What follows belongs to an exercise in optimizing a design on an open flow for small area; a production flow would make more cautious choices. Only simulation tests tie the RTL to the original design; equivalence was not proved. Power and IR drop assume default switching activity.

## flow/design.v (module list and top-level ports; edited modules follow where they fit)
// module sdadc_engine: 749 lines
// module sdadc_hold_bit: 11 lines
// module sdadc_tmo_bit: 7 lines
// module sdadc_ao222: 6 lines
// module sdadc_ld: 7 lines
// module sdadc_ld3: 7 lines
module sdadc_engine (
    input  wire        clk,
    input  wire        rst,           
    input  wire        tick_i,        
    input  wire        cmd_valid,
    input  wire [31:0] cmd_word,
    output wire        cmd_ready,
    output reg         rsp_valid,
    output wire [2:0]  rsp_status,
    output wire [31:0] rsp_value,
    output wire [3:0]  rsp_recn,
    input  wire        reg_wr_en,
    input  wire [2:0]  reg_wr_addr,
    input  wire [31:0] reg_wr_data,
    input  wire [3:0]  reg_rd_addr,
    output wire [31:0] reg_rd_data,
    input  wire        pin_grant,
    output wire        sclk_o,
    output wire        sclk_oe,
    output wire        din_o,
    output wire        din_oe,
    output wire        dout_o,
    output wire        dout_oe,
    input  wire        dout_i
);
  // ...
==> flow/flow/run.sh <==
#!/bin/bash
# Layout flow: the standard flow (standard.sh) with these changes
#  - synthesis maps the logic with an area-oriented ABC script (amap) instead
#    of ORFS's delay-oriented one; the Yosys steps, and so the registers, are
#    the standard synthesis's;
#  - every port still gets a buffer, but a buf_1 instead of the default pick;
#  - the clock tree is built from clkbuf_8 without dummy loads.
# Each make run's full output goes to its own log file here.
set -uo pipefail
here=$(pwd)

# a copy of ORFS's scripts whose only change is the ABC script
rm -rf "$here/scripts_area"
cp -r "$FLOW_HOME/scripts" "$here/scripts_area"
cp "$here/flow/abc_area_map.script" "$here/scripts_area/abc_speed.script"

bash standard.sh SCRIPTS_DIR="$here/scripts_area" synth > "$here/synth.log" 2>&1 || exit 1

export BUFFER_PORTS_ARGS="-buffer_cell sky130_fd_sc_hd__buf_1"
export CTS_ARGS="-sink_clustering_enable -repair_clock_nets -sink_clustering_size 16 -sink_clustering_max_diameter 60 -buf_list sky130_fd_sc_hd__clkbuf_8 -dont_use_dummy_load"
bash standard.sh > "$here/layout.log" 2>&1
==> flow/flow/abc_area_map.script <==
strash
dc2
dch
amap
strash
dch
amap
strash
dch
amap
topo
stime -c
==> flow/standard.sh <==
#!/bin/bash
# synth_recipe.tcl (not shown) runs the flow's synth.tcl, then flattens the netlist and writes it again
# the make line also repeats each setting of config.mk as NAME=value (left out here)
make -C /OpenROAD-flow-scripts/flow DESIGN_CONFIG=/design/flow/config.mk WORK_HOME=/design/flow/orfs CLKGATE_MAP_FILE= SYNTH_SCRIPT=/design/flow/synth_recipe.tcl "${@:-finish}"
==> flow/config.mk <==
export PLATFORM = sky130hd
export DESIGN_NAME = sdadc_engine
export DESIGN_NICKNAME = sdadc_engine
export VERILOG_FILES = /design/flow/design.v
export SDC_FILE = /design/flow/constraint.sdc
export NUM_CORES = 4
export LEC_CHECK = 0
export CAP_MARGIN = 20
export CORE_MARGIN = 2
export CORE_UTILIZATION = 40
export SLEW_MARGIN = 20
export SYNTH_HIERARCHICAL = 1
export SYNTH_MINIMUM_KEEP_SIZE = 0
==> flow/constraint.sdc <==
create_clock -name core_clock -period 10.0 [get_ports {clk}]
set_input_delay 2.0000 -clock core_clock [delete_from_list [all_inputs] [get_ports {clk}]]
set_output_delay 2.0000 -clock core_clock [all_outputs]
set_load 0.01 [all_outputs]
==> flow_metrics.tcl, run 1 <==
set metrics [dict create \
    drc 0 \
    critPathKind "in2reg" \
    synth_xor_area_share_pct 0 \
    synth_compound_area_share_pct 29.5 \
    status "no timing/DRC/antenna violations" \
    routed_wl_mm 82.8 \
    largest_cell_class "multi-input combinational cells" \
    synth-adder-area-share_pct 8.00 \
    pwr-share-comb_pct 33.6 \
    met3_length_mm 9.24 \
    final_cell_count_no_fill 2874 \
    top_usage_layer "met2" \
    rsz0062_at_grt "no" \
    finalMaxSlewViolations 0 \
    tightest_slew_ps 1190 \
    path_depth 18 \
    multi_input_area_mm2 0.0105 \
    place_area_mm2 0.0224 \
    synth_most_common_cell "dfxtp_1" \
    final_nets 2404 \
    r2r_end "now_q[63]" \
    reg2regPathDepth 17 \
    startpoint "tick_i" \
    tap_cells 680 \
    p_switching_mw 2.24 \
    drt-wirelength-per-cell_um 28.8 \
    hold_end "tmon_q[21]" \
    antenna_found_initial 2 \
    rr_startpoint "now_q[2]" \
    hold_start "cr_timeout[21]" \
    seq_area_frac_synth_pct 47.3 \
    startpoint_type "primary input" \
    dr.pass1.iters 13 \
    clkPwrFrac_pct 18.2 \
    grt_max_degree 71 \
    use_met2_pct 46.8 \
    grt_use_met3_pct 6.51 \
    synthMuxAreaShare_pct 0 \
]
==> module sdadc_engine, before the edit <==
module sdadc_engine (
    input  wire        clk,
    input  wire        rst,           
    input  wire        tick_i,        
    input  wire        cmd_valid,
    input  wire [31:0] cmd_word,
    output wire        cmd_ready,
    output reg         rsp_valid,
    output wire [2:0]  rsp_status,
    output wire [31:0] rsp_value,
    output wire [3:0]  rsp_recn,
    input  wire        reg_wr_en,
    input  wire [2:0]  reg_wr_addr,
    input  wire [31:0] reg_wr_data,
    input  wire [3:0]  reg_rd_addr,
    output wire [31:0] reg_rd_data,
    input  wire        pin_grant,
    output wire        sclk_o,
    output wire        sclk_oe,
    output wire        din_o,
    output wire        din_oe,
    output wire        dout_o,
    output wire        dout_oe,
    input  wire        dout_i
);
    localparam [2:0] ST_OK      = 3'd0;
    localparam [2:0] ST_TIMEOUT = 3'd1;
    localparam [2:0] ST_INVALID = 3'd2;
    localparam [2:0] ST_BUSY    = 3'd3;
    localparam [2:0] ST_NORES   = 3'd4;
    localparam [3:0] P_IDLE    = 4'd0;
    localparam [3:0] P_CHECK   = 4'd1;
    localparam [3:0] P_WAIT    = 4'd2;
    localparam [3:0] P_DATA    = 4'd3;
    localparam [3:0] P_TRAIL   = 4'd4;
    localparam [3:0] P_RECOVER = 4'd5;
    localparam [3:0] P_ENTER   = 4'd6;
    localparam [3:0] P_CMD     = 4'd7;
    localparam [3:0] P_PAYLOAD = 4'd8;
    localparam [3:0] P_TURN    = 4'd9;
    localparam [3:0] P_RDATA   = 4'd10;
    localparam [3:0] P_EXIT    = 4'd11;
    localparam [3:0] P_PRIM    = 4'd12;    
    localparam [3:0] P_AD      = 4'd13;    
    localparam [2:0] S_DIROUT = 3'd0;
    localparam [2:0] S_DAT    = 3'd1;
    localparam [2:0] S_RISE   = 3'd2;
    localparam [2:0] S_HIGH   = 3'd3;
    localparam [2:0] S_DIRIN  = 3'd4;
    localparam [2:0] S_TEST   = 3'd5;
    localparam [2:0] S_FALL   = 3'd6;
    localparam [2:0] S_LOW    = 3'd7;
    localparam [2:0] W_DIR    = 3'd0;
    localparam [2:0] W_SMP    = 3'd1;
    localparam [2:0] W_RECHK  = 3'd2;
    localparam [2:0] W_HOLD   = 3'd3;
    reg         m_shared, m_dinv, m_recheck;
    reg  [3:0]  m_trail, m_recmax, m_width;
    reg  [23:0] cr_cmdcode;
    reg  [31:0] cr_timeout, cr_t_high, cr_t_low, cr_t_poll, cr_t_reset, cr_t_startup;
    wire [31:0] cr_mode = {12'd0, m_width, m_recmax, m_trail, 5'd0, m_recheck, m_dinv, m_shared};
    wire [7:0]  cmd_wr   = cr_cmdcode[7:0];
    wire [7:0]  cmd_rd   = cr_cmdcode[15:8];
    wire [7:0]  reg_mask = cr_cmdcode[23:16];
    reg  [3:0]  phase;
    reg  [2:0]  sub;
    reg  [4:0]  bitcnt;
    reg         drive;
    reg         clk_q, data_q, dir_q;
    reg  [23:0] result_q;
    reg  [3:0]  recn_q;
    reg  [2:0]  code_q;
    reg  [7:0]  lastop_q;
    reg  [31:0] lasttmo_q;
    reg  [63:0] now_q;
    reg         done_any;      
    reg         res_any;       
    reg  [7:0]  op_q;          
    reg         fmt_q;         
    reg  [23:0] shift_q;       
    reg  [31:0] holdn_q;       
    reg  [31:0] tmon_q;        
    wire idle   = (phase == P_IDLE);
    wire accept = cmd_valid & idle;
    assign cmd_ready = idle;
    assign sclk_o  = clk_q;
    assign sclk_oe = drive;
    assign din_o   = data_q;
    assign din_oe  = drive & ~m_shared;
    assign dout_o  = data_q;
    assign dout_oe = drive & m_shared & dir_q;
    wire last_val = (code_q == ST_OK) &&
                    ((lastop_q == 8'h01) || (lastop_q == 8'h10) || (lastop_q == 8'h12));
    wire last_raw = (code_q == ST_OK) && (lastop_q == 8'h10);
    assign rsp_status = code_q;
    assign rsp_value  = last_val ? {{8{result_q[23]}}, result_q} : 32'd0;
    assign rsp_recn   = last_raw ? recn_q : 4'd0;
    wire [15:0] rsel  = 16'd1 << reg_rd_addr;
    wire        rsel9  = rsel[9] & res_any;
    wire        rsel10 = rsel[10] & done_any;
    wire        rsel11 = rsel[11] & done_any;
    wire [8:0]  sr0 = {recn_q, code_q & {3{done_any}}, ~idle, drive};
    wire [4:0]  sr6 = {drive, dout_i, dir_q, data_q, clk_q};
    wire rd0_0;
    sdadc_ao222 u_rd0_0 (.a0(rsel[0]), .b0(cr_mode[0]), .a1(rsel[1]), .b1(cr_cmdcode[0]), .a2(rsel[2]), .b2(cr_timeout[0]), .yn(rd0_0));
    wire rd0_1;
    sdadc_ao222 u_rd0_1 (.a0(rsel[3]), .b0(cr_t_high[0]), .a1(rsel[4]), .b1(cr_t_low[0]), .a2(rsel[5]), .b2(cr_t_poll[0]), .yn(rd0_1));
    wire rd0_2;
    sdadc_ao222 u_rd0_2 (.a0(rsel[6]), .b0(cr_t_reset[0]), .a1(rsel[7]), .b1(cr_t_startup[0]), .a2(rsel[8]), .b2(sr0[0]), .yn(rd0_2));
    wire rd0_3;
    sdadc_ao222 u_rd0_3 (.a0(rsel9), .b0(result_q[0]), .a1(rsel10), .b1(lastop_q[0]), .a2(rsel11), .b2(lasttmo_q[0]), .yn(rd0_3));
    wire rd0_4;
    sdadc_ao222 u_rd0_4 (.a0(rsel[12]), .b0(now_q[0]), .a1(rsel[13]), .b1(now_q[32]), .a2(rsel[14]), .b2(sr6[0]), .yn(rd0_4));
    assign reg_rd_data[0] = ~(rd0_0 & rd0_1 & rd0_2 & rd0_3 & rd0_4);
    wire rd1_0;
    sdadc_ao222 u_rd1_0 (.a0(rsel[0]), .b0(cr_mode[1]), .a1(rsel[1]), .b1(cr_cmdcode[1]), .a2(rsel[2]), .b2(cr_timeout[1]), .yn(rd1_0));
    wire rd1_1;
    sdadc_ao222 u_rd1_1 (.a0(rsel[3]), .b0(cr_t_high[1]), .a1(rsel[4]), .b1(cr_t_low[1]), .a2(rsel[5]), .b2(cr_t_poll[1]), .yn(rd1_1));
    wire rd1_2;
    sdadc_ao222 u_rd1_2 (.a0(rsel[6]), .b0(cr_t_reset[1]), .a1(rsel[7]), .b1(cr_t_startup[1]), .a2(rsel[8]), .b2(sr0[1]), .yn(rd1_2));
    wire rd1_3;
    sdadc_ao222 u_rd1_3 (.a0(rsel9), .b0(result_q[1]), .a1(rsel10), .b1(lastop_q[1]), .a2(rsel11), .b2(lasttmo_q[1]), .yn(rd1_3));
    wire rd1_4;
    sdadc_ao222 u_rd1_4 (.a0(rsel[12]), .b0(now_q[1]), .a1(rsel[13]), .b1(now_q[33]), .a2(rsel[14]), .b2(sr6[1]), .yn(rd1_4));
    assign reg_rd_data[1] = ~(rd1_0 & rd1_1 & rd1_2 & rd1_3 & rd1_4);
    wire rd2_0;
    sdadc_ao222 u_rd2_0 (.a0(rsel[0]), .b0(cr_mode[2]), .a1(rsel[1]), .b1(cr_cmdcode[2]), .a2(rsel[2]), .b2(cr_timeout[2]), .yn(rd2_0));
    wire rd2_1;
    sdadc_ao222 u_rd2_1 (.a0(rsel[3]), .b0(cr_t_high[2]), .a1(rsel[4]), .b1(cr_t_low[2]), .a2(rsel[5]), .b2(cr_t_poll[2]), .yn(rd2_1));
    wire rd2_2;
    sdadc_ao222 u_rd2_2 (.a0(rsel[6]), .b0(cr_t_reset[2]), .a1(rsel[7]), .b1(cr_t_startup[2]), .a2(rsel[8]), .b2(sr0[2]), .yn(rd2_2));
    wire rd2_3;
    sdadc_ao222 u_rd2_3 (.a0(rsel9), .b0(result_q[2]), .a1(rsel10), .b1(lastop_q[2]), .a2(rsel11), .b2(lasttmo_q[2]), .yn(rd2_3));
    wire rd2_4;
    sdadc_ao222 u_rd2_4 (.a0(rsel[12]), .b0(now_q[2]), .a1(rsel[13]), .b1(now_q[34]), .a2(rsel[14]), .b2(sr6[2]), .yn(rd2_4));
    assign reg_rd_data[2] = ~(rd2_0 & rd2_1 & rd2_2 & rd2_3 & rd2_4);
    wire rd3_0;
    sdadc_ao222 u_rd3_0 (.a0(rsel[1]), .b0(cr_cmdcode[3]), .a1(rsel[2]), .b1(cr_timeout[3]), .a2(rsel[3]), .b2(cr_t_high[3]), .yn(rd3_0));
    wire rd3_1;
    sdadc_ao222 u_rd3_1 (.a0(rsel[4]), .b0(cr_t_low[3]), .a1(rsel[5]), .b1(cr_t_poll[3]), .a2(rsel[6]), .b2(cr_t_reset[3]), .yn(rd3_1));
    wire rd3_2;
    sdadc_ao222 u_rd3_2 (.a0(rsel[7]), .b0(cr_t_startup[3]), .a1(rsel[8]), .b1(sr0[3]), .a2(rsel9), .b2(result_q[3]), .yn(rd3_2));
    wire rd3_3;
    sdadc_ao222 u_rd3_3 (.a0(rsel10), .b0(lastop_q[3]), .a1(rsel11), .b1(lasttmo_q[3]), .a2(rsel[12]), .b2(now_q[3]), .yn(rd3_3));
    assign reg_rd_data[3] = ~(rd3_0 & rd3_1 & rd3_2 & rd3_3 & ~(rsel[13] & now_q[35]) & ~(rsel[14] & sr6[3]));
    wire rd4_0;
    sdadc_ao222 u_rd4_0 (.a0(rsel[1]), .b0(cr_cmdcode[4]), .a1(rsel[2]), .b1(cr_timeout[4]), .a2(rsel[3]), .b2(cr_t_high[4]), .yn(rd4_0));
    wire rd4_1;
    sdadc_ao222 u_rd4_1 (.a0(rsel[4]), .b0(cr_t_low[4]), .a1(rsel[5]), .b1(cr_t_poll[4]), .a2(rsel[6]), .b2(cr_t_reset[4]), .yn(rd4_1));
    wire rd4_2;
    sdadc_ao222 u_rd4_2 (.a0(rsel[7]), .b0(cr_t_startup[4]), .a1(rsel[8]), .b1(sr0[4]), .a2(rsel9), .b2(result_q[4]), .yn(rd4_2));
    wire rd4_3;
    sdadc_ao222 u_rd4_3 (.a0(rsel10), .b0(lastop_q[4]), .a1(rsel11), .b1(lasttmo_q[4]), .a2(rsel[12]), .b2(now_q[4]), .yn(rd4_3));
    assign reg_rd_data[4] = ~(rd4_0 & rd4_1 & rd4_2 & rd4_3 & ~(rsel[13] & now_q[36]) & ~(rsel[14] & sr6[4]));
    wire rd5_0;
    sdadc_ao222 u_rd5_0 (.a0(rsel[1]), .b0(cr_cmdcode[5]), .a1(rsel[2]), .b1(cr_timeout[5]), .a2(rsel[3]), .b2(cr_t_high[5]), .yn(rd5_0));
    wire rd5_1;
    sdadc_ao222 u_rd5_1 (.a0(rsel[4]), .b0(cr_t_low[5]), .a1(rsel[5]), .b1(cr_t_poll[5]), .a2(rsel[6]), .b2(cr_t_reset[5]), .yn(rd5_1));
    wire rd5_2;
    sdadc_ao222 u_rd5_2 (.a0(rsel[7]), .b0(cr_t_startup[5]), .a1(rsel[8]), .b1(sr0[5]), .a2(rsel9), .b2(result_q[5]), .yn(rd5_2));
    wire rd5_3;
    sdadc_ao222 u_rd5_3 (.a0(rsel10), .b0(lastop_q[5]), .a1(rsel11), .b1(lasttmo_q[5]), .a2(rsel[12]), .b2(now_q[5]), .yn(rd5_3));
    assign reg_rd_data[5] = ~(rd5_0 & rd5_1 & rd5_2 & rd5_3 & ~(rsel[13] & now_q[37]));
    wire rd6_0;
    sdadc_ao222 u_rd6_0 (.a0(rsel[1]), .b0(cr_cmdcode[6]), .a1(rsel[2]), .b1(cr_timeout[6]), .a2(rsel[3]), .b2(cr_t_high[6]), .yn(rd6_0));
    wire rd6_1;
    sdadc_ao222 u_rd6_1 (.a0(rsel[4]), .b0(cr_t_low[6]), .a1(rsel[5]), .b1(cr_t_poll[6]), .a2(rsel[6]), .b2(cr_t_reset[6]), .yn(rd6_1));
    wire rd6_2;
    sdadc_ao222 u_rd6_2 (.a0(rsel[7]), .b0(cr_t_startup[6]), .a1(rsel[8]), .b1(sr0[6]), .a2(rsel9), .b2(result_q[6]), .yn(rd6_2));
    wire rd6_3;
    sdadc_ao222 u_rd6_3 (.a0(rsel10), .b0(lastop_q[6]), .a1(rsel11), .b1(lasttmo_q[6]), .a2(rsel[12]), .b2(now_q[6]), .yn(rd6_3));
    assign reg_rd_data[6] = ~(rd6_0 & rd6_1 & rd6_2 & rd6_3 & ~(rsel[13] & now_q[38]));
    wire rd7_0;
    sdadc_ao222 u_rd7_0 (.a0(rsel[1]), .b0(cr_cmdcode[7]), .a1(rsel[2]), .b1(cr_timeout[7]), .a2(rsel[3]), .b2(cr_t_high[7]), .yn(rd7_0));
    wire rd7_1;
    sdadc_ao222 u_rd7_1 (.a0(rsel[4]), .b0(cr_t_low[7]), .a1(rsel[5]), .b1(cr_t_poll[7]), .a2(rsel[6]), .b2(cr_t_reset[7]), .yn(rd7_1));
    wire rd7_2;
    sdadc_ao222 u_rd7_2 (.a0(rsel[7]), .b0(cr_t_startup[7]), .a1(rsel[8]), .b1(sr0[7]), .a2(rsel9), .b2(result_q[7]), .yn(rd7_2));
    wire rd7_3;
    sdadc_ao222 u_rd7_3 (.a0(rsel10), .b0(lastop_q[7]), .a1(rsel11), .b1(lasttmo_q[7]), .a2(rsel[12]), .b2(now_q[7]), .yn(rd7_3));
    assign reg_rd_data[7] = ~(rd7_0 & rd7_1 & rd7_2 & rd7_3 & ~(rsel[13] & now_q[39]));
    wire rd8_0;
    sdadc_ao222 u_rd8_0 (.a0(rsel[0]), .b0(cr_mode[8]), .a1(rsel[1]), .b1(cr_cmdcode[8]), .a2(rsel[2]), .b2(cr_timeout[8]), .yn(rd8_0));
    wire rd8_1;
    sdadc_ao222 u_rd8_1 (.a0(rsel[3]), .b0(cr_t_high[8]), .a1(rsel[4]), .b1(cr_t_low[8]), .a2(rsel[5]), .b2(cr_t_poll[8]), .yn(rd8_1));
    wire rd8_2;
    sdadc_ao222 u_rd8_2 (.a0(rsel[6]), .b0(cr_t_reset[8]), .a1(rsel[7]), .b1(cr_t_startup[8]), .a2(rsel[8]), .b2(sr0[8]), .yn(rd8_2));
    wire rd8_3;
    sdadc_ao222 u_rd8_3 (.a0(rsel9), .b0(result_q[8]), .a1(rsel11), .b1(lasttmo_q[8]), .a2(rsel[12]), .b2(now_q[8]), .yn(rd8_3));
    assign reg_rd_data[8] = ~(rd8_0 & rd8_1 & rd8_2 & rd8_3 & ~(rsel[13] & now_q[40]));
    wire rd9_0;
    sdadc_ao222 u_rd9_0 (.a0(rsel[0]), .b0(cr_mode[9]), .a1(rsel[1]), .b1(cr_cmdcode[9]), .a2(rsel[2]), .b2(cr_timeout[9]), .yn(rd9_0));
    wire rd9_1;
    sdadc_ao222 u_rd9_1 (.a0(rsel[3]), .b0(cr_t_high[9]), .a1(rsel[4]), .b1(cr_t_low[9]), .a2(rsel[5]), .b2(cr_t_poll[9]), .yn(rd9_1));
    wire rd9_2;
    sdadc_ao222 u_rd9_2 (.a0(rsel[6]), .b0(cr_t_reset[9]), .a1(rsel[7]), .b1(cr_t_startup[9]), .a2(rsel9), .b2(result_q[9]), .yn(rd9_2));
    wire rd9_3;
    sdadc_ao222 u_rd9_3 (.a0(rsel11), .b0(lasttmo_q[9]), .a1(rsel[12]), .b1(now_q[9]), .a2(rsel[13]), .b2(now_q[41]), .yn(rd9_3));
    assign reg_rd_data[9] = ~(rd9_0 & rd9_1 & rd9_2 & rd9_3);
    wire rd10_0;
    sdadc_ao222 u_rd10_0 (.a0(rsel[0]), .b0(cr_mode[10]), .a1(rsel[1]), .b1(cr_cmdcode[10]), .a2(rsel[2]), .b2(cr_timeout[10]), .yn(rd10_0));
    wire rd10_1;
    sdadc_ao222 u_rd10_1 (.a0(rsel[3]), .b0(cr_t_high[10]), .a1(rsel[4]), .b1(cr_t_low[10]), .a2(rsel[5]), .b2(cr_t_poll[10]), .yn(rd10_1));
    wire rd10_2;
    sdadc_ao222 u_rd10_2 (.a0(rsel[6]), .b0(cr_t_reset[10]), .a1(rsel[7]), .b1(cr_t_startup[10]), .a2(rsel9), .b2(result_q[10]), .yn(rd10_2));
    wire rd10_3;
    sdadc_ao222 u_rd10_3 (.a0(rsel11), .b0(lasttmo_q[10]), .a1(rsel[12]), .b1(now_q[10]), .a2(rsel[13]), .b2(now_q[42]), .yn(rd10_3));
    assign reg_rd_data[10] = ~(rd10_0 & rd10_1 & rd10_2 & rd10_3);
    wire rd11_0;
    sdadc_ao222 u_rd11_0 (.a0(rsel[0]), .b0(cr_mode[11]), .a1(rsel[1]), .b1(cr_cmdcode[11]), .a2(rsel[2]), .b2(cr_timeout[11]), .yn(rd11_0));
    wire rd11_1;
    sdadc_ao222 u_rd11_1 (.a0(rsel[3]), .b0(cr_t_high[11]), .a1(rsel[4]), .b1(cr_t_low[11]), .a2(rsel[5]), .b2(cr_t_poll[11]), .yn(rd11_1));
    wire rd11_2;
    sdadc_ao222 u_rd11_2 (.a0(rsel[6]), .b0(cr_t_reset[11]), .a1(rsel[7]), .b1(cr_t_startup[11]), .a2(rsel9), .b2(result_q[11]), .yn(rd11_2));
    wire rd11_3;
    sdadc_ao222 u_rd11_3 (.a0(rsel11), .b0(lasttmo_q[11]), .a1(rsel[12]), .b1(now_q[11]), .a2(rsel[13]), .b2(now_q[43]), .yn(rd11_3));
    assign reg_rd_data[11] = ~(rd11_0 & rd11_1 & rd11_2 & rd11_3);
    wire rd12_0;
    sdadc_ao222 u_rd12_0 (.a0(rsel[0]), .b0(cr_mode[12]), .a1(rsel[1]), .b1(cr_cmdcode[12]), .a2(rsel[2]), .b2(cr_timeout[12]), .yn(rd12_0));
    wire rd12_1;
    sdadc_ao222 u_rd12_1 (.a0(rsel[3]), .b0(cr_t_high[12]), .a1(rsel[4]), .b1(cr_t_low[12]), .a2(rsel[5]), .b2(cr_t_poll[12]), .yn(rd12_1));
    wire rd12_2;
    sdadc_ao222 u_rd12_2 (.a0(rsel[6]), .b0(cr_t_reset[12]), .a1(rsel[7]), .b1(cr_t_startup[12]), .a2(rsel9), .b2(result_q[12]), .yn(rd12_2));
    wire rd12_3;
    sdadc_ao222 u_rd12_3 (.a0(rsel11), .b0(lasttmo_q[12]), .a1(rsel[12]), .b1(now_q[12]), .a2(rsel[13]), .b2(now_q[44]), .yn(rd12_3));
    assign reg_rd_data[12] = ~(rd12_0 & rd12_1 & rd12_2 & rd12_3);
    wire rd13_0;
    sdadc_ao222 u_rd13_0 (.a0(rsel[0]), .b0(cr_mode[13]), .a1(rsel[1]), .b1(cr_cmdcode[13]), .a2(rsel[2]), .b2(cr_timeout[13]), .yn(rd13_0));
    wire rd13_1;
    sdadc_ao222 u_rd13_1 (.a0(rsel[3]), .b0(cr_t_high[13]), .a1(rsel[4]), .b1(cr_t_low[13]), .a2(rsel[5]), .b2(cr_t_poll[13]), .yn(rd13_1));
    wire rd13_2;
    sdadc_ao222 u_rd13_2 (.a0(rsel[6]), .b0(cr_t_reset[13]), .a1(rsel[7]), .b1(cr_t_startup[13]), .a2(rsel9), .b2(result_q[13]), .yn(rd13_2));
    wire rd13_3;
    sdadc_ao222 u_rd13_3 (.a0(rsel11), .b0(lasttmo_q[13]), .a1(rsel[12]), .b1(now_q[13]), .a2(rsel[13]), .b2(now_q[45]), .yn(rd13_3));
    assign reg_rd_data[13] = ~(rd13_0 & rd13_1 & rd13_2 & rd13_3);
    wire rd14_0;
    sdadc_ao222 u_rd14_0 (.a0(rsel[0]), .b0(cr_mode[14]), .a1(rsel[1]), .b1(cr_cmdcode[14]), .a2(rsel[2]), .b2(cr_timeout[14]), .yn(rd14_0));
    wire rd14_1;
    sdadc_ao222 u_rd14_1 (.a0(rsel[3]), .b0(cr_t_high[14]), .a1(rsel[4]), .b1(cr_t_low[14]), .a2(rsel[5]), .b2(cr_t_poll[14]), .yn(rd14_1));
    wire rd14_2;
    sdadc_ao222 u_rd14_2 (.a0(rsel[6]), .b0(cr_t_reset[14]), .a1(rsel[7]), .b1(cr_t_startup[14]), .a2(rsel9), .b2(result_q[14]), .yn(rd14_2));
    wire rd14_3;
    sdadc_ao222 u_rd14_3 (.a0(rsel11), .b0(lasttmo_q[14]), .a1(rsel[12]), .b1(now_q[14]), .a2(rsel[13]), .b2(now_q[46]), .yn(rd14_3));
    assign reg_rd_data[14] = ~(rd14_0 & rd14_1 & rd14_2 & rd14_3);
    wire rd15_0;
    sdadc_ao222 u_rd15_0 (.a0(rsel[0]), .b0(cr_mode[15]), .a1(rsel[1]), .b1(cr_cmdcode[15]), .a2(rsel[2]), .b2(cr_timeout[15]), .yn(rd15_0));
    wire rd15_1;
    sdadc_ao222 u_rd15_1 (.a0(rsel[3]), .b0(cr_t_high[15]), .a1(rsel[4]), .b1(cr_t_low[15]), .a2(rsel[5]), .b2(cr_t_poll[15]), .yn(rd15_1));
    wire rd15_2;
    sdadc_ao222 u_rd15_2 (.a0(rsel[6]), .b0(cr_t_reset[15]), .a1(rsel[7]), .b1(cr_t_startup[15]), .a2(rsel9), .b2(result_q[15]), .yn(rd15_2));
    wire rd15_3;
    sdadc_ao222 u_rd15_3 (.a0(rsel11), .b0(lasttmo_q[15]), .a1(rsel[12]), .b1(now_q[15]), .a2(rsel[13]), .b2(now_q[47]), .yn(rd15_3));
    assign reg_rd_data[15] = ~(rd15_0 & rd15_1 & rd15_2 & rd15_3);
    wire rd16_0;
    sdadc_ao222 u_rd16_0 (.a0(rsel[0]), .b0(cr_mode[16]), .a1(rsel[1]), .b1(cr_cmdcode[16]), .a2(rsel[2]), .b2(cr_timeout[16]), .yn(rd16_0));
    wire rd16_1;
    sdadc_ao222 u_rd16_1 (.a0(rsel[3]), .b0(cr_t_high[16]), .a1(rsel[4]), .b1(cr_t_low[16]), .a2(rsel[5]), .b2(cr_t_poll[16]), .yn(rd16_1));
    wire rd16_2;
    sdadc_ao222 u_rd16_2 (.a0(rsel[6]), .b0(cr_t_reset[16]), .a1(rsel[7]), .b1(cr_t_startup[16]), .a2(rsel9), .b2(result_q[16]), .yn(rd16_2));
    wire rd16_3;
    sdadc_ao222 u_rd16_3 (.a0(rsel11), .b0(lasttmo_q[16]), .a1(rsel[12]), .b1(now_q[16]), .a2(rsel[13]), .b2(now_q[48]), .yn(rd16_3));
    assign reg_rd_data[16] = ~(rd16_0 & rd16_1 & rd16_2 & rd16_3);
    wire rd17_0;
    sdadc_ao222 u_rd17_0 (.a0(rsel[0]), .b0(cr_mode[17]), .a1(rsel[1]), .b1(cr_cmdcode[17]), .a2(rsel[2]), .b2(cr_timeout[17]), .yn(rd17_0));
    wire rd17_1;
    sdadc_ao222 u_rd17_1 (.a0(rsel[3]), .b0(cr_t_high[17]), .a1(rsel[4]), .b1(cr_t_low[17]), .a2(rsel[5]), .b2(cr_t_poll[17]), .yn(rd17_1));
    wire rd17_2;
    sdadc_ao222 u_rd17_2 (.a0(rsel[6]), .b0(cr_t_reset[17]), .a1(rsel[7]), .b1(cr_t_startup[17]), .a2(rsel9), .b2(result_q[17]), .yn(rd17_2));
    wire rd17_3;
    sdadc_ao222 u_rd17_3 (.a0(rsel11), .b0(lasttmo_q[17]), .a1(rsel[12]), .b1(now_q[17]), .a2(rsel[13]), .b2(now_q[49]), .yn(rd17_3));
    assign reg_rd_data[17] = ~(rd17_0 & rd17_1 & rd17_2 & rd17_3);
    wire rd18_0;
    sdadc_ao222 u_rd18_0 (.a0(rsel[0]), .b0(cr_mode[18]), .a1(rsel[1]), .b1(cr_cmdcode[18]), .a2(rsel[2]), .b2(cr_timeout[18]), .yn(rd18_0));
    wire rd18_1;
    sdadc_ao222 u_rd18_1 (.a0(rsel[3]), .b0(cr_t_high[18]), .a1(rsel[4]), .b1(cr_t_low[18]), .a2(rsel[5]), .b2(cr_t_poll[18]), .yn(rd18_1));
    wire rd18_2;
    sdadc_ao222 u_rd18_2 (.a0(rsel[6]), .b0(cr_t_reset[18]), .a1(rsel[7]), .b1(cr_t_startup[18]), .a2(rsel9), .b2(result_q[18]), .yn(rd18_2));
    wire rd18_3;
    sdadc_ao222 u_rd18_3 (.a0(rsel11), .b0(lasttmo_q[18]), .a1(rsel[12]), .b1(now_q[18]), .a2(rsel[13]), .b2(now_q[50]), .yn(rd18_3));
    assign reg_rd_data[18] = ~(rd18_0 & rd18_1 & rd18_2 & rd18_3);
    wire rd19_0;
    sdadc_ao222 u_rd19_0 (.a0(rsel[0]), .b0(cr_mode[19]), .a1(rsel[1]), .b1(cr_cmdcode[19]), .a2(rsel[2]), .b2(cr_timeout[19]), .yn(rd19_0));
    wire rd19_1;
    sdadc_ao222 u_rd19_1 (.a0(rsel[3]), .b0(cr_t_high[19]), .a1(rsel[4]), .b1(cr_t_low[19]), .a2(rsel[5]), .b2(cr_t_poll[19]), .yn(rd19_1));
    wire rd19_2;
    sdadc_ao222 u_rd19_2 (.a0(rsel[6]), .b0(cr_t_reset[19]), .a1(rsel[7]), .b1(cr_t_startup[19]), .a2(rsel9), .b2(result_q[19]), .yn(rd19_2));
    wire rd19_3;
    sdadc_ao222 u_rd19_3 (.a0(rsel11), .b0(lasttmo_q[19]), .a1(rsel[12]), .b1(now_q[19]), .a2(rsel[13]), .b2(now_q[51]), .yn(rd19_3));
    assign reg_rd_data[19] = ~(rd19_0 & rd19_1 & rd19_2 & rd19_3);
    wire rd20_0;
    sdadc_ao222 u_rd20_0 (.a0(rsel[1]), .b0(cr_cmdcode[20]), .a1(rsel[2]), .b1(cr_timeout[20]), .a2(rsel[3]), .b2(cr_t_high[20]), .yn(rd20_0));
    wire rd20_1;
    sdadc_ao222 u_rd20_1 (.a0(rsel[4]), .b0(cr_t_low[20]), .a1(rsel[5]), .b1(cr_t_poll[20]), .a2(rsel[6]), .b2(cr_t_reset[20]), .yn(rd20_1));
    wire rd20_2;
    sdadc_ao222 u_rd20_2 (.a0(rsel[7]), .b0(cr_t_startup[20]), .a1(rsel9), .b1(result_q[20]), .a2(rsel11), .b2(lasttmo_q[20]), .yn(rd20_2));
    assign reg_rd_data[20] = ~(rd20_0 & rd20_1 & rd20_2 & ~(rsel[12] & now_q[20]) & ~(rsel[13] & now_q[52]));
    wire rd21_0;
    sdadc_ao222 u_rd21_0 (.a0(rsel[1]), .b0(cr_cmdcode[21]), .a1(rsel[2]), .b1(cr_timeout[21]), .a2(rsel[3]), .b2(cr_t_high[21]), .yn(rd21_0));
    wire rd21_1;
    sdadc_ao222 u_rd21_1 (.a0(rsel[4]), .b0(cr_t_low[21]), .a1(rsel[5]), .b1(cr_t_poll[21]), .a2(rsel[6]), .b2(cr_t_reset[21]), .yn(rd21_1));
    wire rd21_2;
    sdadc_ao222 u_rd21_2 (.a0(rsel[7]), .b0(cr_t_startup[21]), .a1(rsel9), .b1(result_q[21]), .a2(rsel11), .b2(lasttmo_q[21]), .yn(rd21_2));
    assign reg_rd_data[21] = ~(rd21_0 & rd21_1 & rd21_2 & ~(rsel[12] & now_q[21]) & ~(rsel[13] & now_q[53]));
    wire rd22_0;
    sdadc_ao222 u_rd22_0 (.a0(rsel[1]), .b0(cr_cmdcode[22]), .a1(rsel[2]), .b1(cr_timeout[22]), .a2(rsel[3]), .b2(cr_t_high[22]), .yn(rd22_0));
    wire rd22_1;
    sdadc_ao222 u_rd22_1 (.a0(rsel[4]), .b0(cr_t_low[22]), .a1(rsel[5]), .b1(cr_t_poll[22]), .a2(rsel[6]), .b2(cr_t_reset[22]), .yn(rd22_1));
    wire rd22_2;
    sdadc_ao222 u_rd22_2 (.a0(rsel[7]), .b0(cr_t_startup[22]), .a1(rsel9), .b1(result_q[22]), .a2(rsel11), .b2(lasttmo_q[22]), .yn(rd22_2));
    assign reg_rd_data[22] = ~(rd22_0 & rd22_1 & rd22_2 & ~(rsel[12] & now_q[22]) & ~(rsel[13] & now_q[54]));
    wire rd23_0;
    sdadc_ao222 u_rd23_0 (.a0(rsel[1]), .b0(cr_cmdcode[23]), .a1(rsel[2]), .b1(cr_timeout[23]), .a2(rsel[3]), .b2(cr_t_high[23]), .yn(rd23_0));
    wire rd23_1;
    sdadc_ao222 u_rd23_1 (.a0(rsel[4]), .b0(cr_t_low[23]), .a1(rsel[5]), .b1(cr_t_poll[23]), .a2(rsel[6]), .b2(cr_t_reset[23]), .yn(rd23_1));
    wire rd23_2;
    sdadc_ao222 u_rd23_2 (.a0(rsel[7]), .b0(cr_t_startup[23]), .a1(rsel9), .b1(result_q[23]), .a2(rsel11), .b2(lasttmo_q[23]), .yn(rd23_2));
    assign reg_rd_data[23] = ~(rd23_0 & rd23_1 & rd23_2 & ~(rsel[12] & now_q[23]) & ~(rsel[13] & now_q[55]));
    wire rd24_0;
    sdadc_ao222 u_rd24_0 (.a0(rsel[2]), .b0(cr_timeout[24]), .a1(rsel[3]), .b1(cr_t_high[24]), .a2(rsel[4]), .b2(cr_t_low[24]), .yn(rd24_0));
    wire rd24_1;
    sdadc_ao222 u_rd24_1 (.a0(rsel[5]), .b0(cr_t_poll[24]), .a1(rsel[6]), .b1(cr_t_reset[24]), .a2(rsel[7]), .b2(cr_t_startup[24]), .yn(rd24_1));
    wire rd24_2;
    sdadc_ao222 u_rd24_2 (.a0(rsel9), .b0(result_q[23]), .a1(rsel11), .b1(lasttmo_q[24]), .a2(rsel[12]), .b2(now_q[24]), .yn(rd24_2));
    assign reg_rd_data[24] = ~(rd24_0 & rd24_1 & rd24_2 & ~(rsel[13] & now_q[56]));
    wire rd25_0;
    sdadc_ao222 u_rd25_0 (.a0(rsel[2]), .b0(cr_timeout[25]), .a1(rsel[3]), .b1(cr_t_high[25]), .a2(rsel[4]), .b2(cr_t_low[25]), .yn(rd25_0));
    wire rd25_1;
    sdadc_ao222 u_rd25_1 (.a0(rsel[5]), .b0(cr_t_poll[25]), .a1(rsel[6]), .b1(cr_t_reset[25]), .a2(rsel[7]), .b2(cr_t_startup[25]), .yn(rd25_1));
    wire rd25_2;
    sdadc_ao222 u_rd25_2 (.a0(rsel9), .b0(result_q[23]), .a1(rsel11), .b1(lasttmo_q[25]), .a2(rsel[12]), .b2(now_q[25]), .yn(rd25_2));
    assign reg_rd_data[25] = ~(rd25_0 & rd25_1 & rd25_2 & ~(rsel[13] & now_q[57]));
    wire rd26_0;
    sdadc_ao222 u_rd26_0 (.a0(rsel[2]), .b0(cr_timeout[26]), .a1(rsel[3]), .b1(cr_t_high[26]), .a2(rsel[4]), .b2(cr_t_low[26]), .yn(rd26_0));
    wire rd26_1;
    sdadc_ao222 u_rd26_1 (.a0(rsel[5]), .b0(cr_t_poll[26]), .a1(rsel[6]), .b1(cr_t_reset[26]), .a2(rsel[7]), .b2(cr_t_startup[26]), .yn(rd26_1));
    wire rd26_2;
    sdadc_ao222 u_rd26_2 (.a0(rsel9), .b0(result_q[23]), .a1(rsel11), .b1(lasttmo_q[26]), .a2(rsel[12]), .b2(now_q[26]), .yn(rd26_2));
    assign reg_rd_data[26] = ~(rd26_0 & rd26_1 & rd26_2 & ~(rsel[13] & now_q[58]));
    wire rd27_0;
    sdadc_ao222 u_rd27_0 (.a0(rsel[2]), .b0(cr_timeout[27]), .a1(rsel[3]), .b1(cr_t_high[27]), .a2(rsel[4]), .b2(cr_t_low[27]), .yn(rd27_0));
    wire rd27_1;
    sdadc_ao222 u_rd27_1 (.a0(rsel[5]), .b0(cr_t_poll[27]), .a1(rsel[6]), .b1(cr_t_reset[27]), .a2(rsel[7]), .b2(cr_t_startup[27]), .yn(rd27_1));
    wire rd27_2;
    sdadc_ao222 u_rd27_2 (.a0(rsel9), .b0(result_q[23]), .a1(rsel11), .b1(lasttmo_q[27]), .a2(rsel[12]), .b2(now_q[27]), .yn(rd27_2));
    assign reg_rd_data[27] = ~(rd27_0 & rd27_1 & rd27_2 & ~(rsel[13] & now_q[59]));
    wire rd28_0;
    sdadc_ao222 u_rd28_0 (.a0(rsel[2]), .b0(cr_timeout[28]), .a1(rsel[3]), .b1(cr_t_high[28]), .a2(rsel[4]), .b2(cr_t_low[28]), .yn(rd28_0));
    wire rd28_1;
    sdadc_ao222 u_rd28_1 (.a0(rsel[5]), .b0(cr_t_poll[28]), .a1(rsel[6]), .b1(cr_t_reset[28]), .a2(rsel[7]), .b2(cr_t_startup[28]), .yn(rd28_1));
    wire rd28_2;
    sdadc_ao222 u_rd28_2 (.a0(rsel9), .b0(result_q[23]), .a1(rsel11), .b1(lasttmo_q[28]), .a2(rsel[12]), .b2(now_q[28]), .yn(rd28_2));
    assign reg_rd_data[28] = ~(rd28_0 & rd28_1 & rd28_2 & ~(rsel[13] & now_q[60]));
    wire rd29_0;
    sdadc_ao222 u_rd29_0 (.a0(rsel[2]), .b0(cr_timeout[29]), .a1(rsel[3]), .b1(cr_t_high[29]), .a2(rsel[4]), .b2(cr_t_low[29]), .yn(rd29_0));
    wire rd29_1;
    sdadc_ao222 u_rd29_1 (.a0(rsel[5]), .b0(cr_t_poll[29]), .a1(rsel[6]), .b1(cr_t_reset[29]), .a2(rsel[7]), .b2(cr_t_startup[29]), .yn(rd29_1));
    wire rd29_2;
    sdadc_ao222 u_rd29_2 (.a0(rsel9), .b0(result_q[23]), .a1(rsel11), .b1(lasttmo_q[29]), .a2(rsel[12]), .b2(now_q[29]), .yn(rd29_2));
    assign reg_rd_data[29] = ~(rd29_0 & rd29_1 & rd29_2 & ~(rsel[13] & now_q[61]));
    wire rd30_0;
    sdadc_ao222 u_rd30_0 (.a0(rsel[2]), .b0(cr_timeout[30]), .a1(rsel[3]), .b1(cr_t_high[30]), .a2(rsel[4]), .b2(cr_t_low[30]), .yn(rd30_0));
    wire rd30_1;
    sdadc_ao222 u_rd30_1 (.a0(rsel[5]), .b0(cr_t_poll[30]), .a1(rsel[6]), .b1(cr_t_reset[30]), .a2(rsel[7]), .b2(cr_t_startup[30]), .yn(rd30_1));
    wire rd30_2;
    sdadc_ao222 u_rd30_2 (.a0(rsel9), .b0(result_q[23]), .a1(rsel11), .b1(lasttmo_q[30]), .a2(rsel[12]), .b2(now_q[30]), .yn(rd30_2));
    assign reg_rd_data[30] = ~(rd30_0 & rd30_1 & rd30_2 & ~(rsel[13] & now_q[62]));
    wire rd31_0;
    sdadc_ao222 u_rd31_0 (.a0(rsel[2]), .b0(cr_timeout[31]), .a1(rsel[3]), .b1(cr_t_high[31]), .a2(rsel[4]), .b2(cr_t_low[31]), .yn(rd31_0));
    wire rd31_1;
    sdadc_ao222 u_rd31_1 (.a0(rsel[5]), .b0(cr_t_poll[31]), .a1(rsel[6]), .b1(cr_t_reset[31]), .a2(rsel[7]), .b2(cr_t_startup[31]), .yn(rd31_1));
    wire rd31_2;
    sdadc_ao222 u_rd31_2 (.a0(rsel9), .b0(result_q[23]), .a1(rsel11), .b1(lasttmo_q[31]), .a2(rsel[12]), .b2(now_q[31]), .yn(rd31_2));
    assign reg_rd_data[31] = ~(rd31_0 & rd31_1 & rd31_2 & ~(rsel[13] & now_q[63]));
    wire [7:0] w_op = cmd_word[31:24];
    reg w_fmt;
    always @(*) begin
        case (w_op)
            8'h01, 8'h03, 8'h04, 8'h10,
            8'h20, 8'h30, 8'h31: w_fmt = (cmd_word[23:0] == 24'd0);
            8'h02:               w_fmt = (cmd_word[23:1] == 23'd0);
            8'h11:               w_fmt = (cmd_word[23:16] == 8'd0);
            8'h12:               w_fmt = (cmd_word[23:16] == 8'd0) && (cmd_word[7:0] == 8'd0);
            default:             w_fmt = 1'b0;
        endcase
    end
    wire o_frame   = op_q[4] & ~op_q[5];                  
    wire o_rawrd   = o_frame & ~op_q[1] & ~op_q[0];        
    wire o_regrd   = o_frame & op_q[1];                    
    wire o_low     = ~op_q[4] & ~op_q[5];                  
    wire o_waitrdy = o_low & op_q[2];                      
    wire o_rdbit   = o_low & ~op_q[2] & ~op_q[1];          
    wire o_wrbit   = o_low & op_q[1] & ~op_q[0];           
    wire o_chiprst = op_q[5] & ~op_q[4];                   
    wire o_attach  = op_q[5] & op_q[4] & ~op_q[0];         
    wire o_ad      = op_q[5] & op_q[4];                    
    wire o_poll    = o_frame | o_waitrdy;
    wire width_bad = (m_width == 4'd0) || (m_width > 4'd8);
    wire addr_bad  = (shift_q[15:8] & ~reg_mask) != 8'd0;
    wire [7:0] cw = (o_regrd ? cmd_rd : cmd_wr) | shift_q[15:8];
    wire       cell_bit = (phase == P_CMD) ? cw[bitcnt[2:0]] : shift_q[bitcnt[2:0]];
    wire cell_is_write = (phase == P_CMD) || (phase == P_PAYLOAD) ||
                         ((phase == P_PRIM) && o_wrbit);
    wire cell_samples  = (phase == P_RDATA) || ((phase == P_DATA) && o_rawrd) ||
                         ((phase == P_PRIM) && o_rdbit);
    wire [2:0] wr_start = m_shared ? S_DIROUT : S_DAT;
    wire [3:0]  hold_g1, tmo_g1;               
    wire [4:0]  hold_gc, tmo_gc;               
    wire [31:0] hold_d, tmo_d;                 
    wire hold_done = &hold_g1;
    wire tmo_done  = &tmo_g1;
    assign hold_gc[0] = tick_i & ~hold_done;
    assign tmo_gc[0]  = tick_i & ~tmo_done;
    wire h_dec   = sub[1] & sub[0];
    wire h_cell  = (phase != P_WAIT);
    wire h_poll  = ~h_cell;
    wire h_low   = h_cell &  sub[2] & ~o_chiprst;
    wire h_start = h_cell &  sub[2] &  o_chiprst;
    wire h_high  = h_cell & ~sub[2] & ~o_chiprst;
    wire h_reset = h_cell & ~sub[2] &  o_chiprst;
    wire t_load  = (phase != P_WAIT);
    genvar hg, hb;
    generate
        for (hg = 0; hg < 4; hg = hg + 1) begin : g_dec
            wire [8:0] hc, tc;
            assign hold_g1[hg]   = &holdn_q[8*hg+7:8*hg];
            assign tmo_g1[hg]    = &tmon_q[8*hg+7:8*hg];
            assign hold_gc[hg+1] = hold_gc[hg] & hold_g1[hg];
            assign tmo_gc[hg+1]  = tmo_gc[hg] & tmo_g1[hg];
            assign hc[0] = hold_gc[hg];
            assign tc[0] = tmo_gc[hg];
            for (hb = 0; hb < 8; hb = hb + 1) begin : g_bit
                sdadc_hold_bit u_h (
                    .q(holdn_q[8*hg+hb]), .ci(hc[hb]), .inc(h_dec),
                    .s_poll(h_poll), .s_low(h_low), .s_start(h_start),
                    .s_high(h_high), .s_reset(h_reset),
                    .t_poll(cr_t_poll[8*hg+hb]), .t_low(cr_t_low[8*hg+hb]),
                    .t_start(cr_t_startup[8*hg+hb]), .t_high(cr_t_high[8*hg+hb]),
                    .t_reset(cr_t_reset[8*hg+hb]),
                    .d(hold_d[8*hg+hb]), .co(hc[hb+1]));
                sdadc_tmo_bit u_t (
                    .q(tmon_q[8*hg+hb]), .ci(tc[hb]), .load(t_load),
                    .t(cr_timeout[8*hg+hb]),
                    .d(tmo_d[8*hg+hb]), .co(tc[hb+1]));
            end
        end
    endgenerate
    wire bit_last  = (bitcnt == 5'd0);
    reg  [3:0] n_phase;
    reg  [2:0] n_sub;
    reg  [4:0] n_bit;
    reg        n_clk, n_data, n_dir, n_drive;
    reg  [3:0] n_recn;
    reg        cmpl;
    reg  [2:0] cst;
    reg        shift_en;
    always @(*) begin
        n_phase  = phase;
        n_sub    = sub;
        n_bit    = bitcnt;
        n_clk    = clk_q;
        n_data   = data_q;
        n_dir    = dir_q;
        n_drive  = drive;
        n_recn   = recn_q;
        cmpl     = 1'b0;
        cst      = ST_OK;
        shift_en = 1'b0;
        case (phase)
        P_IDLE: begin
            if (cmd_valid) begin
                n_phase = P_CHECK;
                n_bit   = 5'd0;
            end
        end
        P_CHECK: begin
            if (!fmt_q) begin
                cmpl = 1'b1; cst = ST_INVALID;
            end else if (!o_attach && !drive) begin
                cmpl = 1'b1; cst = ST_NORES;
            end else if (o_attach && drive) begin
                cmpl = 1'b1; cst = ST_INVALID;
            end else if (o_poll && (cr_t_poll == 32'd0)) begin
                cmpl = 1'b1; cst = ST_INVALID;
            end else if (o_frame && !o_rawrd && (width_bad || addr_bad)) begin
                cmpl = 1'b1; cst = ST_INVALID;
            end else if (o_ad) begin
                n_phase = P_AD;
            end else if (o_poll) begin
                n_phase = P_WAIT;
                n_sub   = W_DIR;
            end else begin
                n_phase = P_PRIM;
                n_sub   = o_wrbit ? wr_start : S_RISE;
            end
        end
        P_WAIT: begin
            case (sub)
                W_DIR: begin
                    if (m_shared) n_dir = 1'b0;
                    n_sub = W_SMP;
                end
                W_SMP: begin
                    if (!dout_i) begin
                        if (o_waitrdy) begin
                            cmpl = 1'b1;
                        end else if (o_rawrd && m_recheck) begin
                            n_sub = W_RECHK;
                        end else begin
                            n_phase = P_DATA;
                            n_bit   = 5'd23;
                            n_sub   = S_RISE;
                        end
                    end else if (tmo_done) begin
                        cmpl = 1'b1; cst = ST_TIMEOUT;
                    end else begin
                        n_sub = W_HOLD;
                    end
                end
                W_RECHK: begin
                    if (dout_i) begin
                        cmpl = 1'b1; cst = ST_BUSY;
                    end else begin
                        n_phase = P_DATA;
                        n_bit   = 5'd23;
                        n_sub   = S_RISE;
                    end
                end
                default: begin                       
                    if (hold_done) n_sub = W_SMP;
                end
            endcase
        end
        P_TURN: begin
            if (m_shared) n_dir = 1'b0;
            n_phase = P_RDATA;
            n_bit   = 5'd7;
            n_sub   = S_RISE;
        end
        P_AD: begin
            cmpl = 1'b1;
            if (o_attach) begin
                if (!pin_grant) begin
                    cst = ST_NORES;
                end else begin
                    n_clk   = 1'b0;
                    n_data  = 1'b0;
                    n_dir   = 1'b0;
                    n_drive = 1'b1;
                end
            end else begin
                n_drive = 1'b0;
            end
        end
        default: begin       
            case (sub)
                S_DIROUT: begin
                    n_dir = 1'b1;
                    n_sub = S_DAT;
                end
                S_DAT: begin
                    n_data = cell_bit ^ m_dinv;
                    n_sub  = S_RISE;
                end
                S_RISE: begin
                    n_clk = 1'b1;
                    n_sub = S_HIGH;
                end
                S_HIGH: begin
                    if (hold_done) n_sub = S_FALL;
                end
                S_FALL: begin
                    shift_en = cell_samples;
                    n_clk = 1'b0;
                    n_sub = S_LOW;
                end
                S_TEST: begin                        
                    if ((recn_q >= m_recmax) || dout_i)
                        cmpl = 1'b1;
                    else
                        n_sub = S_RISE;
                end
                default: begin                       
                    if (sub == S_DIRIN) n_dir = 1'b0;
                    if (hold_done && cell_is_write && m_shared && (sub == S_LOW))
                        n_sub = S_DIRIN;
                    if ((sub == S_DIRIN) || (hold_done && !(cell_is_write && m_shared))) begin
                        n_bit = bitcnt - 5'd1;
                        case (phase)
                            P_DATA: begin
                                n_sub = S_RISE;
                                if (bit_last) begin
                                    if (!o_rawrd) begin
                                        n_phase = P_ENTER;
                                    end else if (m_trail != 4'd0) begin
                                        n_phase = P_TRAIL;
                                        n_bit   = {1'b0, m_trail - 4'd1};
                                    end else begin
                                        n_phase = P_RECOVER;
                                        n_recn  = 4'd0;
                                        n_sub   = S_TEST;
                                    end
                                end
                            end
                            P_TRAIL: begin
                                n_sub = S_RISE;
                                if (bit_last) begin
                                    n_phase = P_RECOVER;
                                    n_recn  = 4'd0;
                                    n_sub   = S_TEST;
                                end
                            end
                            P_RECOVER: begin
                                n_recn = recn_q + 4'd1;
                                n_sub  = S_TEST;
                            end
                            P_ENTER: begin
                                n_phase = P_CMD;
                                n_bit   = {2'b0, m_width[2:0] - 3'd1};    
                                n_sub   = wr_start;
                            end
                            P_CMD: begin
                                n_sub = wr_start;
                                if (bit_last) begin
                                    n_bit = 5'd7;
                                    n_phase = o_regrd ? P_TURN : P_PAYLOAD;
                                end
                            end
                            P_PAYLOAD: begin
                                n_sub = wr_start;
                                if (bit_last) begin
                                    n_phase = P_EXIT;
                                    n_sub   = S_RISE;
                                end
                            end
                            P_RDATA: begin
                                n_sub = S_RISE;
                                if (bit_last) n_phase = P_EXIT;
                            end
                            default: begin           
                                cmpl = 1'b1;
                            end
                        endcase
                    end
                end
            endcase
        end
        endcase
        if (cmpl) n_phase = P_IDLE;
    end
    wire res_we = cmpl && (cst == ST_OK) && ((phase == P_RECOVER) || o_regrd || o_rdbit);
    wire wr_ok = reg_wr_en & idle;
    wire [31:0] wd0 = reg_wr_data & {32{~rst}};     
    wire [31:0] wd1 = reg_wr_data | {32{rst}};      
    wire [7:0]  we  = {8{wr_ok}} & (8'd1 << reg_wr_addr);
    wire [7:0]  cre = we | {8{rst}};
    wire [7:0]  cren = ~cre;
    wire [14:0] m_d;
    wire [23:0] cmdcode_d;
    wire [31:0] timeout_d, t_high_d, t_low_d, t_poll_d, t_reset_d, t_startup_d;
    sdadc_ld #(15) u_ld0 (.en(cre[0]), .enn(cren[0]),
        .w({wd0[19], wd1[18], wd0[17:8], wd0[2:0]}),                        
        .q({m_width, m_recmax, m_trail, m_recheck, m_dinv, m_shared}), .d(m_d));
    sdadc_ld #(24) u_ld1 (.en(cre[1]), .enn(cren[1]), .w(((wd1[23:0] & 24'h07_0008) | (wd0[23:0] & ~24'h07_0008))), .q(cr_cmdcode),   .d(cmdcode_d));
    sdadc_ld #(32) u_ld2 (.en(cre[2]), .enn(cren[2]), .w(((wd1 & 32'd100000) | (wd0 & ~32'd100000))),    .q(cr_timeout),   .d(timeout_d));
    sdadc_ld #(32) u_ld3 (.en(cre[3]), .enn(cren[3]), .w(((wd1 & 32'd2) | (wd0 & ~32'd2))),         .q(cr_t_high),    .d(t_high_d));
    sdadc_ld #(32) u_ld4 (.en(cre[4]), .enn(cren[4]), .w(((wd1 & 32'd2) | (wd0 & ~32'd2))),         .q(cr_t_low),     .d(t_low_d));
    sdadc_ld #(32) u_ld5 (.en(cre[5]), .enn(cren[5]), .w(((wd1 & 32'd10) | (wd0 & ~32'd10))),        .q(cr_t_poll),    .d(t_poll_d));
    sdadc_ld #(32) u_ld6 (.en(cre[6]), .enn(cren[6]), .w(((wd1 & 32'd1000) | (wd0 & ~32'd1000))),      .q(cr_t_reset),   .d(t_reset_d));
    sdadc_ld #(32) u_ld7 (.en(cre[7]), .enn(cren[7]), .w(((wd1 & 32'd100) | (wd0 & ~32'd100))),       .q(cr_t_startup), .d(t_startup_d));
    always @(posedge clk) begin
        {m_width, m_recmax, m_trail, m_recheck, m_dinv, m_shared} <= m_d;
        cr_cmdcode   <= cmdcode_d;
        cr_timeout   <= timeout_d;
        cr_t_high    <= t_high_d;
        cr_t_low     <= t_low_d;
        cr_t_poll    <= t_poll_d;
        cr_t_reset   <= t_reset_d;
        cr_t_startup <= t_startup_d;
    end
    always @(posedge clk) begin
        if (rst) begin
            phase     <= P_IDLE;
            drive     <= 1'b0;
            clk_q     <= 1'b0;
            data_q    <= 1'b0;
            dir_q     <= 1'b0;
            recn_q    <= 4'd0;
            now_q     <= 64'd0;
            rsp_valid <= 1'b0;
            done_any  <= 1'b0;
            res_any   <= 1'b0;
        end else begin
            phase     <= n_phase;
            drive     <= n_drive;
            clk_q     <= n_clk;
            data_q    <= n_data;
            dir_q     <= n_dir;
            recn_q    <= n_recn;
            now_q     <= now_q ^ now_inc;
            rsp_valid <= cmpl;
            if (cmpl)   done_any <= 1'b1;
            if (res_we) res_any  <= 1'b1;
        end
    end
    wire [7:0]  now_g1;                        
    wire [8:0]  now_gc;                        
    wire [63:0] now_inc;                       
    assign now_gc[0] = tick_i;
    genvar gi, bi;
    generate
        for (gi = 0; gi < 8; gi = gi + 1) begin : g_now
            wire [8:0] c;
            assign now_g1[gi]   = &now_q[8*gi+7:8*gi];
            assign now_gc[gi+1] = now_gc[gi] & now_g1[gi];
            assign c[0] = now_gc[gi];
            for (bi = 0; bi < 8; bi = bi + 1) begin : g_bit
                assign now_inc[8*gi+bi] = c[bi];
                assign c[bi+1] = c[bi] & now_q[8*gi+bi];
            end
        end
    endgenerate
    wire [42:0] last_d;
    wire [23:0] result_d;
    sdadc_ld #(43) u_ldl (.en(cmpl), .enn(~cmpl), .w({cst, op_q, cr_timeout}),
                          .q({code_q, lastop_q, lasttmo_q}), .d(last_d));
    sdadc_ld #(24) u_ldr (.en(res_we), .enn(~res_we),
                          .w({shift_q[23:8] & {16{o_rawrd}}, shift_q[7:0]}),
                          .q(result_q), .d(result_d));
    always @(posedge clk) begin
        {code_q, lastop_q, lasttmo_q} <= last_d;
        result_q <= result_d;
    end
    wire [8:0]  opf_d;
    wire [23:0] shift_d;
    wire        sh_hold = ~idle & ~shift_en;
    sdadc_ld #(9) u_ldo (.en(idle), .enn(~idle), .w({w_op, w_fmt}), .q({op_q, fmt_q}), .d(opf_d));
    sdadc_ld3 #(16) u_lds0 (.e0(idle), .w0(cmd_word[15:0]), .e1(shift_en), .w1({shift_q[14:0], dout_i}),
                            .e2(sh_hold), .w2(shift_q[15:0]), .d(shift_d[15:0]));
    sdadc_ld #(8) u_lds1 (.en(shift_en), .enn(~shift_en), .w(shift_q[22:15]), .q(shift_q[23:16]),
                          .d(shift_d[23:16]));
    always @(posedge clk) begin
        sub    <= n_sub;
        bitcnt <= n_bit;
        {op_q, fmt_q} <= opf_d;
        shift_q <= shift_d;
        holdn_q <= hold_d;
        tmon_q  <= tmo_d;
    end
endmodule
==> run 2, diff against run 1 <==
--- a/flow/design.v
+++ b/flow/design.v
@@ -649,24 +649,22 @@
     end
     wire res_we = cmpl && (cst == ST_OK) && ((phase == P_RECOVER) || o_regrd || o_rdbit);
     wire wr_ok = reg_wr_en & idle;
-    wire [31:0] wd0 = reg_wr_data & {32{~rst}};     
-    wire [31:0] wd1 = reg_wr_data | {32{rst}};      
     wire [7:0]  we  = {8{wr_ok}} & (8'd1 << reg_wr_addr);
-    wire [7:0]  cre = we | {8{rst}};
-    wire [7:0]  cren = ~cre;
+    wire [7:0]  cren = ~(we | {8{rst}});
+    wire [7:0]  crwe = we & {8{~rst}};
     wire [14:0] m_d;
     wire [23:0] cmdcode_d;
     wire [31:0] timeout_d, t_high_d, t_low_d, t_poll_d, t_reset_d, t_startup_d;
-    sdadc_ld #(15) u_ld0 (.en(cre[0]), .enn(cren[0]),
-        .w({wd0[19], wd1[18], wd0[17:8], wd0[2:0]}),                        
+    sdadc_cr #(15, 15'h2000) u_ld0 (.en(crwe[0]), .enn(cren[0]), .rst(rst),        
+        .w({reg_wr_data[19:8], reg_wr_data[2:0]}),
         .q({m_width, m_recmax, m_trail, m_recheck, m_dinv, m_shared}), .d(m_d));
-    sdadc_ld #(24) u_ld1 (.en(cre[1]), .enn(cren[1]), .w(((wd1[23:0] & 24'h07_0008) | (wd0[23:0] & ~24'h07_0008))), .q(cr_cmdcode),   .d(cmdcode_d));
-    sdadc_ld #(32) u_ld2 (.en(cre[2]), .enn(cren[2]), .w(((wd1 & 32'd100000) | (wd0 & ~32'd100000))),    .q(cr_timeout),   .d(timeout_d));
-    sdadc_ld #(32) u_ld3 (.en(cre[3]), .enn(cren[3]), .w(((wd1 & 32'd2) | (wd0 & ~32'd2))),         .q(cr_t_high),    .d(t_high_d));
-    sdadc_ld #(32) u_ld4 (.en(cre[4]), .enn(cren[4]), .w(((wd1 & 32'd2) | (wd0 & ~32'd2))),         .q(cr_t_low),     .d(t_low_d));
-    sdadc_ld #(32) u_ld5 (.en(cre[5]), .enn(cren[5]), .w(((wd1 & 32'd10) | (wd0 & ~32'd10))),        .q(cr_t_poll),    .d(t_poll_d));
-    sdadc_ld #(32) u_ld6 (.en(cre[6]), .enn(cren[6]), .w(((wd1 & 32'd1000) | (wd0 & ~32'd1000))),      .q(cr_t_reset),   .d(t_reset_d));
-    sdadc_ld #(32) u_ld7 (.en(cre[7]), .enn(cren[7]), .w(((wd1 & 32'd100) | (wd0 & ~32'd100))),       .q(cr_t_startup), .d(t_startup_d));
+    sdadc_cr #(24, 24'h07_0008) u_ld1 (.en(crwe[1]), .enn(cren[1]), .rst(rst), .w(reg_wr_data[23:0]), .q(cr_cmdcode),   .d(cmdcode_d));
+    sdadc_cr #(32, 32'd100000)  u_ld2 (.en(crwe[2]), .enn(cren[2]), .rst(rst), .w(reg_wr_data),       .q(cr_timeout),   .d(timeout_d));
+    sdadc_cr #(32, 32'd2)       u_ld3 (.en(crwe[3]), .enn(cren[3]), .rst(rst), .w(reg_wr_data),       .q(cr_t_high),    .d(t_high_d));
+    sdadc_cr #(32, 32'd2)       u_ld4 (.en(crwe[4]), .enn(cren[4]), .rst(rst), .w(reg_wr_data),       .q(cr_t_low),     .d(t_low_d));
+    sdadc_cr #(32, 32'd10)      u_ld5 (.en(crwe[5]), .enn(cren[5]), .rst(rst), .w(reg_wr_data),       .q(cr_t_poll),    .d(t_poll_d));
+    sdadc_cr #(32, 32'd1000)    u_ld6 (.en(crwe[6]), .enn(cren[6]), .rst(rst), .w(reg_wr_data),       .q(cr_t_reset),   .d(t_reset_d));
+    sdadc_cr #(32, 32'd100)     u_ld7 (.en(crwe[7]), .enn(cren[7]), .rst(rst), .w(reg_wr_data),       .q(cr_t_startup), .d(t_startup_d));
     always @(posedge clk) begin
         {m_width, m_recmax, m_trail, m_recheck, m_dinv, m_shared} <= m_d;
         cr_cmdcode   <= cmdcode_d;
@@ -785,3 +783,10 @@
 );
     assign d = ({W{e0}} & w0) | ({W{e1}} & w1) | ({W{e2}} & w2);
 endmodule
+module sdadc_cr #(parameter W = 1, parameter [W-1:0] RV = 0) (
+    input  wire         en, enn, rst,
+    input  wire [W-1:0] w, q,
+    output wire [W-1:0] d
+);
+    assign d = ({W{en}} & w) | ({W{enn}} & q) | ({W{rst}} & RV);
+endmodule
==> run 2 against run 1 <==
  * First-iteration DRC count decreased by 4.2%
  * Cell area decreased by 0.64%
  * Critical path depth decreased by 11
  * Total power is 7.4% lower
  * Combinational power shrank 13%
  * Routed wire length barely moved
  * Synthesized area fell by 0.66%
  * Final cell count shrank 1.3%
  * Synthesized cell count is 1.8% lower
  * Critical path type is now in2out
==> flow_metrics.tcl, run 2 <==
set metrics [dict create \
    status "no timing/DRC/antenna violations" \
    top_register "now_q" \
    finalMaxSlewViolations 0 \
    cp_data_required_time_ps 8000 \
    final_cell_mix "474 x dfxtp_1, 323 x a22o_1, 167 x a222oi_1" \
    synth_area_leader_cell "dfxtp_1" \
    seq_area_mm2 0.00973 \
    die_area_mm2 0.0529 \
    initial_core_util_pct 40.6 \
    period_share_pct 62.4 \
    routed_wl_mm 82.7 \
    synthMuxAreaShare_pct 0 \
    synthesis.nets 2140 \
    design.core.area_mm2 0.0503 \
    slowest_stage "nor3_1" \
    synth-adder-area-share_pct 8.06 \
    grt.total_usage_pct 30.1 \
    pwr-share-comb_pct 31.5 \
    maxSlewHeadroom_pct 21.9 \
    grt_pass1_vias 18400 \
    critPathKind "in2out" \
    yosys-top-cells-count "474 x dfxtp_1, 323 x a22o_1, 179 x nor2_1, 167 x a222oi_1, 130 x ha_1" \
    pre_cts_ws_ps 3720 \
    drt-wirelength-per-cell_um 29.2 \
    root_buffer "clkbuf_8" \
    synth.distinct_cells 45 \
    multi_input_area_mm2 0.0104 \
    p_seq_share_pct 49.0 \
    drc 0 \
    max-vdd-ir-drop_mv 0.194 \
    switching_share_pct 39.5 \
    portBuffers 156 \
    dr.pass1.iters 9 \
    ys_warn_count 7 \
    tightest_slew_ps 1170 \
    critPathCaptureType "primary output" \
    grt_max_degree 85 \
    synth-simple-area-share_pct 12.5 \
    dp_hpwl_mm 55.8 \
    final_nets 2373 \
    place.gp.congestion 0.999 \
    netlist_instances 1931 \
    powerDensity_mw_per_mm2 227 \
    total_power_mw 5.18 \
    pin_count 157 \
    cts_setup_buffers 0 \
    synth_xor_area_share_pct 0 \
    crit_chain "buf_1 -> clkinv_1 -> nor3_1 -> a222oi_1 -> nand3_1 -> nand3b_1 -> buf_1" \
    antenna_found_initial 3 \
    synth_top_area_share_pct 46.4 \
    htreeDepth 2 \
    seq_area_frac_synth_pct 47.6 \
    grt_pass1_wl_mm 121 \
    finalHoldViolations 0 \
    nFillCells 4862 \
    synth_compound_area_share_pct 29.8 \
    startpoint_type "primary input" \
    setup_tns_ps 0 \
    post-route-util_pct 45.4 \
    p_switching_mw 2.05 \
    rsz0062_at_grt "no" \
    setup_ws_ps 3760 \
    synth_enable_flop_cells 8 \
    clkPwrFrac_pct 19.5 \
    cts_tree "yes" \
    whs_ps 438 \
    fmax_ghz 0.160 \
    largest_register_ffs 64 \
    cts.repair.resized 0 \
    synth_most_common_cell "dfxtp_1" \
    period_minus_slack_ps 6240 \
]
-- run 2: changes by cell type after synthesis, moves of 5 or more --
cell and delta:
a221o_1 +24, nor2b_1 -10, nand2_1 -13, a21oi_1 +5, o21ai_0 -14, a22o_1 -25
clkinv_1 -24, nor2_1 +22
-- run 2: area by class of cell --
type	count	share of cell area (%)
antenna	2	0.0219
tap	672	3.69
multi-input combinational	1346	45.6
timing repair buffer	199	4.00
inverter	94	1.55
sequential	482	42.6
clock buffer	41	2.47
-- run 2: per-stage QoR --
step                      instances  cell area, µm²
final                          2836           22800
after global routing           2834           22800
after CTS                      2834           22800
after detailed placement       2793           22200
after global placement         2793           22200
after floorplan                1931           20400
-- run 2: final timing paths --
check | start | to | slack [ps] | depth (start not counted)
min reg2reg | cr_timeout[10] | tmon_q[10] | 440 | 1
min | cr_timeout[10] | tmon_q[10] | 440 | 1
max reg2reg | m_width[0] | lasttmo_q[10] | 4790 | 14
max | reg_rd_addr[3] | reg_rd_data[2] | 3760 | 7
-- run 2: kinds of logic (layout without fill, tap and decap cells) --
| kind of cell | count (synthesis) | after routing |
|---|---|---|
| fa+ha+maj | 131 | 131 |
| other cells | 0 | 2 |
| flops | 482 | 482 |
| compound gates | 708 | 708 |
| buf+inv | 103 | 334 |
| simple gates | 507 | 507 |
-- run 2: modules after synthesis, one instance, submodules excluded, excerpt --
module / area [µm²] / times used / cells / flip-flops and latches
sdadc_tmo_bit: 21.3 / 32 / 3 / 0
sdadc_ao222: 10.0 / 119 / 1 / 0
sdadc_engine: 14300 / 1 / 1241 / 482
sdadc_hold_bit: 40.0 / 32 / 4 / 0
-- run 2: worst max-delay path, delay by kind of cell --
family,cells,cell delay [ps]
simple gates,3,1240
buf+inv,3,730
compound gates,1,250
-- run 2: per-layer routing --
metal,part of all wire [%],vias to the layer above,track usage (%)
met2,44,1349,47.2
met5,0.040,-,0
met1,40,9457,39.3
met3,11,243,7.42
li1,-,8382,-
met4,4.5,4,13.4
-- run 2: power groups by stage --
stage               Sequential [mW]  Clock [mW]  Combinational (mW)
floorplan                      2.43           0               0.991
global placement               2.57           0                1.57
detailed placement             2.57           0                1.58
CTS                            2.53        1.03                1.59
global route                   2.57        1.09                1.76
finish                         2.54        1.01                1.63

[port drivers added, routing unchanged]
Ports are ideal in the flow. The routed layouts listed here were re-timed in OpenROAD.
Step 1: set_driving_cell puts a clkbuf_16 on clk and a buf_2 on each other input, an assumption about the parent block.
Step 2, shift: input delay + t, output delay - t, t = (earliest + latest rising clock arrival at the registers) / 2. This alone moves slack from input paths to output paths.
Slacks: no drivers / after step 1 / after step 2; pairs: no drivers / after step 1.
| run | t (ns) | setup slack, ns |
|---|---|---|
| run 1 | 0.686 | 3.012 / 3.036 / 2.350 |
| run 2 | 0.675 | 3.760 / 3.728 / 3.665 |
After both steps every run listed still meets setup and hold.
